This is an optimization exercise on Yosys and OpenROAD, whose aim is small area, a short achievable clock period and few clock cycles, not a production implementation. Where RTL was checked, it was by simulation tests only, not by an equivalence proof against the original. Power figures rest on the tool's default switching activity, not on a simulated workload.

==> flow/design.v (excerpt) <==
module lamb_lfo (
    input  wire        clk,
    input  wire        rst,           
    input  wire        cmd_valid,
    input  wire [7:0]  cmd,
    output reg         cmd_ready,
    input  wire [1:0]  sw_raw,
    input  wire [31:0] now_ms,
    input  wire        clk_active,
    input  wire [31:0] clk_period,
    input  wire [9:0]  knob_freq,
    input  wire [9:0]  knob_duty,
    output reg  [11:0] sample_q,
    output reg         sample_wr,
    output wire        range_ind,
    output reg         range_evt
);
Size: ~6800 cells after synthesis, ~110 I/O pins, roughly 58000 µm² of cells after synthesis.
export LEC_CHECK = 0
export CAP_MARGIN = 20
export CORE_MARGIN = 2
export CORE_UTILIZATION = 65
export PLACE_DENSITY = 0.75
export SLEW_MARGIN = 20
export SYNTH_MEMORY_MAX_BITS = 65536
create_clock -name core_clock -period 12.0 [get_ports {clk}]
standard.sh (not shown) runs the stock make flow with config.mk's settings and CLKGATE_MAP_FILE= SYNTH_SCRIPT=/design/flow/synth_recipe.tcl, a recipe that flattens the netlist after the stock synthesis.
==> flow/flow/run.sh <==
#!/bin/bash
# Layout flow: the standard ORFS layout (standard.sh, standard synthesis unchanged), with
# repair_timing asked to keep 8 ns of setup slack at the design's 12 ns clock, so that the
# resizer also works on paths that already meet 12 ns. Constraints and clock are the design's.
# The make output goes to standard.log; ORFS keeps each step's full log under orfs/logs/.
set -euo pipefail
bash standard.sh SETUP_SLACK_MARGIN=8 finish > standard.log 2>&1
The first run ran to the end with no violations.
Testbench counts at the start, summed over its fixed seeds: cycles 154,460.
Then changed:
CORE_UTILIZATION = 55   (was 65)
PLACE_DENSITY = 0.65   (was 0.75)
The new run went through all stages and came out clean.
Power increases by 0.71%.
Non-clock buffer count increases by 16.
Cell area increases by 1.0%.
Critical path depth increases by 6.
Global-route usage decreases by 5.8 points.
Then changed:
--- a/flow/flow/run.sh
+++ b/flow/flow/run.sh
@@ -3 +3 @@
-# repair_timing asked to keep 8 ns of setup slack at the design's 12 ns clock, so that the
+# repair_timing asked to keep 7.7 ns of setup slack at the design's 12 ns clock, so that the
@@ -7 +7 @@
-bash standard.sh SETUP_SLACK_MARGIN=8 finish > standard.log 2>&1
+bash standard.sh SETUP_SLACK_MARGIN=7.7 finish > standard.log 2>&1
ABC_AREA = 1   (was default)
The changed run ran to the end with no violations.
Clock skew falls by 0.0070 ns.
Routed wire length came out higher by a little under a tenth.
Cell count grows by a little under a tenth.
Design area fell by a few percent.
Worst hold slack got worse by 0.0039 ns.
Via count grows by a few percent.
Non-clock buffer count came out lower by 62.
Power falls by a little under a tenth.
Global-route usage climbs by 3.7 points.
Synthesized cell count grows by roughly a tenth.
Sequential power decreases by a few percent.
Then changed:
--- a/flow/flow/run.sh
+++ b/flow/flow/run.sh
@@ -3 +3 @@
-# repair_timing asked to keep 7.7 ns of setup slack at the design's 12 ns clock, so that the
+# repair_timing asked to keep 7.8 ns of setup slack at the design's 12 ns clock, so that the
@@ -7 +7 @@
-bash standard.sh SETUP_SLACK_MARGIN=7.7 finish > standard.log 2>&1
+bash standard.sh SETUP_SLACK_MARGIN=7.8 finish > standard.log 2>&1
ABC_AREA = default   (was 1)
Outcome: The new run completed without violations; cell area came out higher by 0.98%; power came out higher by about 2.4%; global-route usage came out lower by 4.0 points; final cell count came out lower by about 9%; synthesized area came out higher by about 2.5%; worst setup slack improved by 0.22 ns; utilization came out lower by 0.64 points.

========
## before
Another version of the RTL of lamb_lfo (not shown whole).
Size: ~6800 cells after synthesis, roughly 110 I/O pins.
==> flow/config.mk <==
export PLATFORM = sky130hd
export DESIGN_NAME = lamb_lfo
export DESIGN_NICKNAME = lamb_lfo
export VERILOG_FILES = /design/flow/design.v
export SDC_FILE = /design/flow/constraint.sdc
export NUM_CORES = 4
export LEC_CHECK = 0
export CAP_MARGIN = 20
export CORE_MARGIN = 2
export CORE_UTILIZATION = 55
export PLACE_DENSITY = 0.65
export SLEW_MARGIN = 20
export SYNTH_MEMORY_MAX_BITS = 65536
==> flow/constraint.sdc <==
create_clock -name core_clock -period 12.0 [get_ports {clk}]
set_input_delay 2.4000 -clock core_clock [delete_from_list [all_inputs] [get_ports {clk}]]
set_output_delay 2.4000 -clock core_clock [all_outputs]
set_load 0.01 [all_outputs]
==> flow/flow/run.sh <==
#!/bin/bash
# Layout flow: the standard ORFS layout (standard.sh, standard synthesis unchanged), with
# repair_timing asked to keep 8 ns of setup slack at the design's 12 ns clock, so that the
# resizer also works on paths that already meet 12 ns. Constraints and clock are the design's.
# The make output goes to standard.log; ORFS keeps each step's full log under orfs/logs/.
set -euo pipefail
bash standard.sh SETUP_SLACK_MARGIN=8 finish > standard.log 2>&1
before: full flow OK, the timing, design-rule and antenna checks passed
Modified inputs, after compared to before
==> flow/run.sh (new file) <==
#!/bin/bash
# synth_recipe.tcl (not shown) runs the flow's synth.tcl, then flattens the netlist and writes it again
# the make line also repeats each setting of config.mk as NAME=value (left out here)
make -C /OpenROAD-flow-scripts/flow DESIGN_CONFIG=/design/flow/config.mk WORK_HOME=/design/flow/orfs CLKGATE_MAP_FILE= SYNTH_SCRIPT=/design/flow/synth_recipe.tcl finish
removed: flow/flow/run.sh
removed: flow/standard.sh
==> notes.md <==
- Reported for before and after, number of sequential storage elements turned out identical to the last digit.
- Changes observed in after relative to before: met3 wire length has increased, least setup slack across all paths after layout has decreased.
- The growth of design area from synthesis to finish number comes out higher for before vs after.
- Lower critical path arrival goes to before over after.
Function was not checked in any run of this note: the RTL went through the layout flow alone.

========
run B:
Another version of the RTL of lamb_lfo (not shown whole).
For scale: ~6700 cells after synthesis, about 680 flip-flops, about 57000 um2 of cells after synthesis.
// lamb_lfo
module lamb_lfo (
    input  wire        clk,
    input  wire        rst,           
    input  wire        cmd_valid,
    input  wire [7:0]  cmd,
    output reg         cmd_ready,
    input  wire [1:0]  sw_raw,
    input  wire [31:0] now_ms,
    input  wire        clk_active,
    input  wire [31:0] clk_period,
    input  wire [9:0]  knob_freq,
    input  wire [9:0]  knob_duty,
    output reg  [11:0] sample_q,
    output reg         sample_wr,
    output wire        range_ind,
    output reg         range_evt
);
==> flow/config.mk <==
export PLATFORM = sky130hd
export DESIGN_NAME = lamb_lfo
export DESIGN_NICKNAME = lamb_lfo
export VERILOG_FILES = /design/flow/design.v
export SDC_FILE = /design/flow/constraint.sdc
export NUM_CORES = 4
export LEC_CHECK = 0
export CAP_MARGIN = 20
export CORE_MARGIN = 2
export CORE_UTILIZATION = 55
export PLACE_DENSITY = 0.65
export SLEW_MARGIN = 20
export SYNTH_MEMORY_MAX_BITS = 65536
==> flow/constraint.sdc <==
create_clock -name core_clock -period 12.0 [get_ports {clk}]
set_input_delay 2.4000 -clock core_clock [delete_from_list [all_inputs] [get_ports {clk}]]
set_output_delay 2.4000 -clock core_clock [all_outputs]
set_load 0.01 [all_outputs]
==> flow/flow/run.sh <==
#!/bin/bash
# Layout flow: the standard ORFS layout (standard.sh, standard synthesis unchanged), with
# repair_timing asked to keep 7.6 ns of setup slack at the design's 12 ns clock, so that the
# resizer also works on paths that already meet 12 ns. Constraints and clock are the design's.
# The make output goes to standard.log; ORFS keeps each step's full log under orfs/logs/.
set -euo pipefail
bash standard.sh SETUP_SLACK_MARGIN=7.6 finish > standard.log 2>&1
Run B finished end to end and its layout was clean on timing, DRC and antenna.
Testbench counts of run B, summed over its fixed seeds: cycles 154,460.
The inputs of run K differ from those of run B as listed below.
==> flow/flow/run.sh <==
#!/bin/bash
# Layout flow: the standard ORFS layout (standard.sh, standard synthesis unchanged), with
# repair_timing asked to keep 8 ns of setup slack at the design's 12 ns clock, so that the
# resizer also works on paths that already meet 12 ns. Constraints and clock are the design's.
# The make output goes to standard.log; ORFS keeps each step's full log under orfs/logs/.
set -euo pipefail
bash standard.sh SETUP_SLACK_MARGIN=8 finish > standard.log 2>&1
Run K: no failed stages, no open violations at the end. The capturing element of the worst setup path comes out u_db.dvs3[21]$_SDFFCE_PN0P_ in one run and u_db.dvs3[16]$_SDFFCE_PN0P_ in the other, namely in run B and run K respectively. Measured against each other, run B and run K differ in setup slack of the critical path after layout, the lower figure coming from run K. Summary of run K over run B: wire length rose by 3.3%; worst ir drop on vdd rose by 37%; global-route usage rose by 0.85 points; register share of total power fell by 2.9 points. Fraction of area in multi-input gates in run K is 0.71 points lower than in run B. Total power: run K worse than run B.

afterwards: timing with drivers on the ports:
How much do the figures lean on ideal ports? The routed layouts below were timed once more, with nothing changed but the port constraints.
Step 1 sets driving cells, clkbuf_16 on the clock port and buf_2 on the other inputs (assumed; they add their load-dependent delay and slew).
Step 2 moves the port delays by t, midway between the first and last clock arrival at a register: inputs arrive t later, outputs are due t later. That takes back most of the time a late clock gives input paths.
Three values: ideal ports, drivers, drivers and shift; two values: the first two.
run	t (ns)	slack for setup (ns)	worst hold slack (ns)
the first run of note 1	0.754	7.898 / 7.898 / 7.366	0.456 / 0.456 / 0.456
the second run of note 1	0.748	7.962 / 7.962 / 7.371	0.452 / 0.452 / 0.452
the third run of note 1	0.764	7.616 / 7.616 / 7.227	0.448 / 0.448 / 0.448
the fourth run of note 1	0.757	7.835 / 7.790 / 7.148	0.449 / 0.449 / 0.449
before	0.747	7.300 / 7.300 / 7.300	0.450 / 0.450 / 0.450
after	0.732	6.192 / 6.192 / 6.192	0.449 / 0.449 / 0.449
run B	0.744	7.560 / 7.560 / 7.107	0.453 / 0.453 / 0.453
run K	0.751	7.538 / 7.538 / 7.449	0.453 / 0.453 / 0.453
After both steps every run listed still meets setup and hold. For the fourth run of note 1, which loses most, drivers alone change the setup slack by -0.045 ns; drivers and shift together by -0.687 ns.
